This is an optimization exercise on Yosys and OpenROAD, whose aim is small area, a short achievable clock period and few clock cycles, not a production implementation.
RTL that was checked went through simulation tests only; none was proved equivalent to the original.

Design strv2_vlc_dec, start of the top module:
module strv2_vlc_dec (
    input  wire        clk,
    input  wire        rst,             
    input  wire        start,
    input  wire        cfg_qmode,       
    input  wire [5:0]  cfg_qscale,      
    input  wire [15:0] cfg_mbtotal,     
    input  wire        in_valid,
    output wire        in_ready,
    input  wire [15:0] in_data,
    output reg         out_valid,
    input  wire        out_ready,
    output reg  [15:0] out_data,
    output wire        done,            
    output wire        fault,           
    output wire [1:0]  err_code,        
    output reg  [31:0] bit_count,       
    output reg  [15:0] esc_zero_count   
);
    localparam [15:0] EOD_WORD = 16'hFE00;
    localparam [2:0] S_IDLE   = 3'd0,
                     S_DC     = 3'd1,
                     S_AC     = 3'd2,
                     S_DONE   = 3'd3,
                     S_FAULT1 = 3'd5,      
                     S_FAULT2 = 3'd6;      
    reg  [2:0]  state;
  ...
Size: ~1600 cells after synthesis, roughly 160 flip-flops, ~11000 um^2 of cells after synthesis.
==> flow/config.mk <==
export PLATFORM = sky130hd
export DESIGN_NAME = strv2_vlc_dec
export DESIGN_NICKNAME = strv2_vlc_dec
export VERILOG_FILES = /design/flow/design.v
export SDC_FILE = /design/flow/constraint.sdc
export NUM_CORES = 4
export LEC_CHECK = 0
export ABC_AREA = 1
export CAP_MARGIN = 20
export CORE_MARGIN = 2
export CORE_UTILIZATION = 40
export CTS_BUF_LIST = sky130_fd_sc_hd__clkbuf_8 sky130_fd_sc_hd__clkbuf_4
export PLACE_DENSITY = 0.6
export SETUP_SLACK_MARGIN = 4
export SLEW_MARGIN = 20
==> flow/constraint.sdc <==
create_clock -name core_clock -period 8.0 [get_ports {clk}]
set_input_delay 1.6000 -clock core_clock [delete_from_list [all_inputs] [get_ports {clk}]]
set_output_delay 1.6000 -clock core_clock [all_outputs]
set_load 0.01 [all_outputs]
run.sh (not shown) runs the stock make flow with config.mk's settings and CLKGATE_MAP_FILE= SYNTH_SCRIPT=/design/flow/synth_recipe.tcl, a recipe that flattens the netlist after the stock synthesis.
The starting point completed without violations.
Testbench counts at the start, summed over its fixed seeds: cycles 12,196.
Edit:
--- a/flow/config.mk
+++ b/flow/config.mk
@@ -12 +11,0 @@
-export CTS_BUF_LIST = sky130_fd_sc_hd__clkbuf_8 sky130_fd_sc_hd__clkbuf_4
@@ -14 +13 @@
-export SETUP_SLACK_MARGIN = 4
+export SETUP_SLACK_MARGIN = 3.5
Outcome: The new run went through all stages and came out clean; routed wire length is lower by 3.7%; clock skew is lower by 0.012 ns.
Edit:
--- a/flow/config.mk
+++ b/flow/config.mk
@@ -11,0 +12 @@
+export CTS_BUF_LIST = sky130_fd_sc_hd__clkbuf_8 sky130_fd_sc_hd__clkbuf_4
After rerunning:
- register-to-register slack gains 0.05 ns
- final area is lower by 1.1%
- via count is higher by 0.52%


Setup of job 101:
Another version of the RTL of strv2_vlc_dec (not shown whole).
Size: ~1900 cells after synthesis, roughly 160 flip-flops, roughly 110 I/O pins, about 13000 sq um of cells after synthesis.
clock: 8.0 ns
lec_check: 0
abc_area: 1
cap_margin: 20
core_margin: 2
core_utilization: 65
place_density: 0.75
setup_slack_margin: 3
slew_margin: 20
Here is what was changed in the inputs of job 102 compared with job 101.
-- flow/config.mk --
<<< job 101, line 10
export CORE_MARGIN = 2
export CORE_UTILIZATION = 65
export PLACE_DENSITY = 0.75
export SETUP_SLACK_MARGIN = 3
export SLEW_MARGIN = 20
>>> job 102, line 10
export CORE_MARGIN = 2
export CORE_UTILIZATION = 40
export PLACE_DENSITY = 0.6
export SETUP_SLACK_MARGIN = 4
export SLEW_MARGIN = 20
==> run notes <==
- Residual overflow from global routing essentially unchanged between job 102 and job 101.
- Via count of the first global-routing pass sits lower in job 102 than in job 101.
- Measured against each other, job 102 and job 101 differ in number of clock buffer instances in the layout, the higher figure coming from job 102.
- Of the two values seen for library cell contributing the largest single delay on the critical path, fa_1 was produced by job 102 and dfxtp_2 by job 101.
- Delta (job 102 minus job 101): final worst hold slack fell 0.031 ns; clock-cell share of area fell 0.89 points; non-clock buffer count rose 84.
No run of this note included a check of the RTL's function; only the layout flow was run.


strv2_vlc_dec, a different RTL version from the one above (not shown whole).
For scale: about 110 I/O pins.
==> flow/config.mk <==
export PLATFORM = sky130hd
export DESIGN_NAME = strv2_vlc_dec
export DESIGN_NICKNAME = strv2_vlc_dec
export VERILOG_FILES = /design/flow/design.v
export SDC_FILE = /design/flow/constraint.sdc
export NUM_CORES = 4
export LEC_CHECK = 0
export ABC_AREA = 1
export CAP_MARGIN = 20
export CORE_MARGIN = 2
export CORE_UTILIZATION = 40
export CTS_BUF_LIST = sky130_fd_sc_hd__clkbuf_8 sky130_fd_sc_hd__clkbuf_4
export PLACE_DENSITY = 0.6
export SETUP_SLACK_MARGIN = 3.9
export SLEW_MARGIN = 20
==> flow/constraint.sdc <==
create_clock -name core_clock -period 8.0 [get_ports {clk}]
set_input_delay 1.6000 -clock core_clock [delete_from_list [all_inputs] [get_ports {clk}]]
set_output_delay 1.6000 -clock core_clock [all_outputs]
set_load 0.01 [all_outputs]
Testbench counts at the start, summed over its fixed seeds: cycles 12,142.
Edit:
Settings changed: CTS_BUF_LIST sky130_fd_sc_hd__clkbuf_8 sky130_fd_sc_hd__clkbuf_4 to not set, SETUP_SLACK_MARGIN 3.9 to 3.
=> The new run went through all stages and came out clean. First-iteration DRC count shrinks by 35%. Worst setup slack got worse by 610 ps. Wire length shrinks by 10%.
Edit:
Settings changed: CTS_BUF_LIST set to sky130_fd_sc_hd__clkbuf_8 sky130_fd_sc_hd__clkbuf_4, SETUP_SLACK_MARGIN 3 to 4.5.
Outcome: Design area came out higher by 18%. Sequential share of layout area goes down by 4.5 points. Wire length went up by 13%. Area after synthesis does not change. Non-clock buffer count is higher by 114. Via count climbs by about 11%. Cell count rose by 5.5%. Die area stays the same. Setup slack is better by 740 ps.

==> afterwards: timing with drivers on the ports <==
How much do the figures lean on ideal ports? The routed layouts below were timed once more, with nothing changed but the port constraints. Step 1: set_driving_cell puts a clkbuf_16 on clk and a buf_2 on each other input, an assumption about the parent block. Step 2 moves the port delays by t, midway between the first and last clock arrival at a register: inputs arrive t later, outputs are due t later. That takes back most of the time a late clock gives input paths. Three values: ideal ports, drivers, drivers and shift; two values: the first two.
| run | t (ns) | setup WS [ns] | worst slew at a driven data input, ns |
|---|---|---|---|
| the first run of note 1 | 0.512 | 4.024 / 4.024 / 3.864 | 0.05 |
| the second run of note 1 | 0.482 | 3.676 / 3.676 / 3.559 | 0.05 |
| the third run of note 1 | 0.506 | 3.723 / 3.723 / 3.552 | 0.05 |
| job 101 | 0.489 | 3.163 / 3.163 / 3.163 | 0.05 |
| job 102 | 0.487 | 3.882 / 3.882 / 3.882 | 0.05 |
| the first run of note 3 | 0.504 | 3.855 / 3.855 / 3.855 | 0.06 |
| the second run of note 3 | 0.473 | 3.244 / 3.244 / 3.244 | 0.06 |
| the third run of note 3 | 0.494 | 3.987 / 3.987 / 3.987 | 0.06 |
After both steps every run listed still meets setup and hold. The setup slack of the third run of note 1, which loses most, moves by 0.000 ns with the drivers and by -0.171 ns with both steps.
